Background: an optimization exercise with open tools, aiming at small area. Do not read the settings as production practice.
Only simulation tests tie the RTL to the original design; equivalence was not proved.
No activity file was given, so power comes from the tool's default toggle rates.

== red ==
// fanctl
module fanctl (
    input  wire        clk,
    input  wire        rst,           
    input  wire        bus_wr,
    input  wire [2:0]  bus_addr,
    input  wire [31:0] bus_wdata,
    output reg  [31:0] bus_rdata,
    input  wire [7:0]  ticks,
    output wire        act_req,
    output wire [2:0]  act_op,
    output wire [5:0]  act_pin,
    output wire        act_val,
    input  wire        act_ack,
    input  wire        act_ok,
    input  wire [31:0] act_rdata,
    output reg         tr_set_valid,
    output wire [5:0]  tr_set_pin,
    output wire        tr_set_val,
    output reg         tr_dec_valid,
    output wire [3:0]  tr_dec_op,
    output wire [31:0] tr_dec_t,
    output reg  [3:0]  tr_dec_outcome,
    output wire [6:0]  tr_dec_perc,
    output wire        tr_dec_sleep
);
For scale: ~1000 cells after synthesis, ~180 I/O pins.
Settings: LEC_CHECK=0, ABC_AREA=1, CAP_MARGIN=20, CORE_MARGIN=2, CORE_UTILIZATION=50, CTS_BUF_LIST=sky130_fd_sc_hd__clkbuf_8, PLACE_DENSITY=0.6, SLEW_MARGIN=20; clock period 50.0 ns.
standard.sh (not shown) runs the stock make flow with config.mk's settings and CLKGATE_MAP_FILE= SYNTH_SCRIPT=/design/flow/synth_recipe.tcl, a recipe that flattens the netlist after the stock synthesis.
==> flow/flow/run.sh <==
#!/bin/bash
# Own layout flow: the standard flow (standard.sh) with these changes:
#  - synthesis skips the quick ABC pass inside Yosys's synth command (-noabc), so the
#    ripple-carry adders of the RTL reach extract_fa intact and map to full-adder cells
#    without extra inverters;
#  - the final ABC maps the synthesised logic with an area-oriented script
#    (flow/abc_area.script: a time-bounded &deepsyn, then three rounds of choice
#    computation and area mapping) in place of ORFS's abc_area.script; everything
#    else in synthesis is unchanged;
#  - the port buffers that placement inserts are the smallest buffer (buf_1), and
#    synthesis adds no buffers of its own between registers and ports (placement buffers
#    every port anyway);
#  - clock tree synthesis builds fewer, larger leaf clusters and adds no dummy loads.
# Each tool's output is kept in the ORFS logs under orfs/logs; standard.sh's own output
# goes to standard.log in this folder.
set -euo pipefail
W=$(pwd)
rm -rf "$W/scripts_own"
cp -r "$FLOW_HOME/scripts" "$W/scripts_own"
cp "$W/flow/abc_area.script" "$W/scripts_own/abc_area.script"
export SCRIPTS_DIR="$W/scripts_own"
export BUFFER_PORTS_ARGS="-buffer_cell sky130_fd_sc_hd__buf_1"
export SYNTH_INSBUF=0
export SYNTH_ARGS="-noabc"
# clock tree: clkbuf_8 clusters of up to 30 registers, no dummy balancing loads
export CTS_ARGS="-sink_clustering_enable -repair_clock_nets -dont_use_dummy_load -buf_list sky130_fd_sc_hd__clkbuf_8 -sink_clustering_size 30 -sink_clustering_max_diameter 150"
bash "$W/standard.sh" > "$W/standard.log" 2>&1
==> flow/flow/abc_area.script <==
strash
&get -n
&deepsyn -T 60
&nf -R 1000
&put
strash
&get -n
&st
&dch
&nf -R 1000
&put
strash
&get -n
&st
&dch
&nf -R 1000
&put
topo
Here is what was changed in the inputs of blue compared with red.
--- a/flow/design.v
+++ b/flow/design.v
@@ -34,24 +34,22 @@
     output wire [3:0]  tr_dec_op,
     output wire [31:0] tr_dec_t,
     output reg  [3:0]  tr_dec_outcome,
     output wire [6:0]  tr_dec_perc,
     output wire        tr_dec_sleep
 );
     localparam [2:0] ST_IDLE = 3'd0, ST_BUSY = 3'd1, ST_DONE = 3'd2,
                      ST_STOPPED = 3'd3, ST_FAULT = 3'd4;
     localparam [3:0] OP_FIXED = 4'h1, OP_HYST = 4'h2, OP_THERMO = 4'h3,
                      OP_RPIN = 4'h4, OP_RTEMP = 4'h5, OP_PULSE = 4'h6,
                      OP_STOP = 4'h7;
-    localparam [3:0] F_NONE = 4'd0, F_SENSOR = 4'd1, F_OPEN = 4'd2,
-                     F_CFG = 4'd3, F_IO = 4'd4, F_USAGE = 4'd5;
     localparam [3:0] O_SKIP = 4'd0, O_NONE = 4'd1, O_ON = 4'd2, O_OFF = 4'd3,
                      O_SLEEP = 4'd4, O_WAKE = 4'd5, O_INC = 4'd6,
                      O_DEC = 4'd7, O_HOLD = 4'd8;
     localparam [3:0] S_OPEN  = 4'b0000,
                      S_CFG   = 4'b0001,
                      S_SETH  = 4'b0010,    
                      S_GET   = 4'b0011,
                      S_CLOSE = 4'b0100,
                      S_BIND  = 4'b0101,
                      S_TREAD = 4'b0110,
                      S_SETL  = 4'b1010,    
@@ -61,36 +59,36 @@
                      S_WAITS = 4'b1100,    
                      S_IDLE  = 4'b1111;
     localparam [2:0] E_IDLE = 3'd0, E_SENSOR = 3'd1, E_OPEN = 3'd2, E_CFG = 3'd3,
                      E_IO = 3'd4, E_USAGE = 3'd5, E_DONE = 3'd6, E_STOPPED = 3'd7;
     localparam [31:0] INVALID = 32'hFFFFFC19;    
     reg [31:0] cmdlat;            
     reg [2:0]  ctrl;              
     reg [31:0] temp;
     reg        tv;                
     reg [14:0] usec_c;            
     reg [2:0]  ecode;
+    reg [3:0]  seq;
+    wire       busy  = (seq != S_IDLE);
     wire       e_ds  = ecode[2] & ecode[1];
     wire [2:0] state = busy ? ST_BUSY : (ecode == 3'd0) ? ST_IDLE :
                        e_ds ? {2'b01, ecode[0]} : ST_FAULT;
     wire [3:0] fcode = {1'b0, ecode & {3{!e_ds && !busy}}};
     wire [1:0] l_verb  = ecode[1:0];
     wire       l_sfilt = ecode[2];
     wire       cv    = busy || (ecode != 3'd0);
     reg        held, sbound, line, lvalid, sleep, rej;
     reg [6:0]  perc;
-    reg [3:0]  seq;
     reg        stopreq;
     reg [14:0] wr;
     reg [5:0]  wc;
-    wire        busy   = (seq != S_IDLE);
     wire [3:0]  l_op   = cmdlat[3:0];
     wire [5:0]  l_pin  = cmdlat[9:4];
     wire [5:0]  f_fld  = cmdlat[15:10];
     wire [15:0] l_arg  = cmdlat[31:16];
     wire        setv   = wr[0];
     wire op_fixed  = (l_op[2:0] == 3'd1);
     wire op_hyst   = (l_op[2:0] == 3'd2);
     wire op_thermo = (l_op[2:0] == 3'd3);
     wire op_rpin   = (l_op[2:0] == 3'd4);
     wire op_pulse  = (l_op[2:0] == 3'd6);
     wire [17:0] u9;
@@ -278,24 +276,29 @@
     wire okk  = ack && act_ok;
     wire nok  = ack && !act_ok;
     wire tk   = in_wait && (ticks != 8'd0);
     wire wfin = tk && !stop_now && wdone;        
     wire wstep = tk && !stop_now && !wdone;      
     wire a0   = (l_arg[6:0] == 7'd0);
     wire a100 = (l_arg[6:0] == 7'd100);
     wire p0   = (perc == 7'd0);
     wire pe_s = okk && s_setl && op_pulse && a100;
     wire pe   = (wfin && s_waitl) || pe_s;
     wire get_set = op_hyst ? ((wr[1] && !g) || (wr[2] && g)) : (g == sleep);
-    wire       evp100 = (ev_perc == 7'd100);
-    wire       evp0   = (ev_perc == 7'd0);
+    wire       p99    = (perc == 7'd99);
+    wire       p100   = (perc == 7'd100);
+    wire       p1     = (perc == 7'd1);
+    wire       ev_inc = (ev_out == O_INC);
+    wire       ev_dec = (ev_out == O_DEC);
+    wire       evp100 = (ev_inc && p99) || (p100 && !ev_dec);
+    wire       evp0   = (ev_dec && p1) || (p0 && !ev_inc);
     wire [3:0] th_next = (ev_sleep || evp100) ? S_GET : evp0 ? S_SETL : S_SETH;
     reg [3:0] g_lbl;
     always @(*) begin
         case (seq)
             S_OPEN:  g_lbl = op_rpin ? S_GET : S_CFG;
             S_CFG:   g_lbl = op_fixed ? ((a0 || a100) ? S_SETV : S_SETH) :
                              op_pulse ? (a0 ? S_SETL : S_SETH) :
                              op_hyst  ? S_BIND :       
                                         S_SETH;        
             S_SETH:  g_lbl = S_WAITH;
             S_SETL:  g_lbl = S_WAITL;
--- outcome ---
blue gives less synthesized cell count than red did. Relative to red, the total power of blue is higher by 0.000068 W. Total congestion overflow after global routing across blue and red: no real change. blue vs. red: non-clock inverter count in the final layout now smaller, share of power burned in the clock network shrank by 4.6 points. The worst setup slack number comes out lower for red vs blue. Min cell internal power dissipation across blue and red: red. Comparing blue with red, the die area came out essentially unchanged. blue vs. red: share of the final layout cell area in multi-input gates roughly the same; utilization after layout higher; via count higher. Taking red as the reference point, the post-synthesis compound-gate area fraction of blue falls by 0.19 points. Proportion of power drawn by combinational gates delta for blue relative to red: 10 points higher. blue vs red on relative area change from synthesis to final layout: blue is the higher one.

afterwards: timing with drivers on the ports:
No port has a modelled driver above. Below, the same layouts with a new extraction and two added sets of constraints. Step 1, drivers: a clkbuf_16 drives clk and a buf_2 each remaining input, both assumed. Step 2, shift: input delay + t, output delay - t, t = (earliest + latest rising clock arrival at the registers) / 2. This alone moves slack from input paths to output paths. a / b / c = ideal / step 1 / step 2; a / b = the first two.
run	t, ns	setup slack, ns	worst hold slack (ns)	worst setup path at the end	worst data-port slew with drivers (ns)
red	0.489	24.960 / 24.983 / 24.494	0.505 / 0.505 / 0.505	input to register	0.04
blue	0.489	26.702 / 26.724 / 26.235	0.493 / 0.493 / 0.493	input to register	0.06
After both steps setup and hold are still met in every run listed. For blue, which loses most, drivers alone change the setup slack by +0.022 ns; drivers and shift together by -0.467 ns.
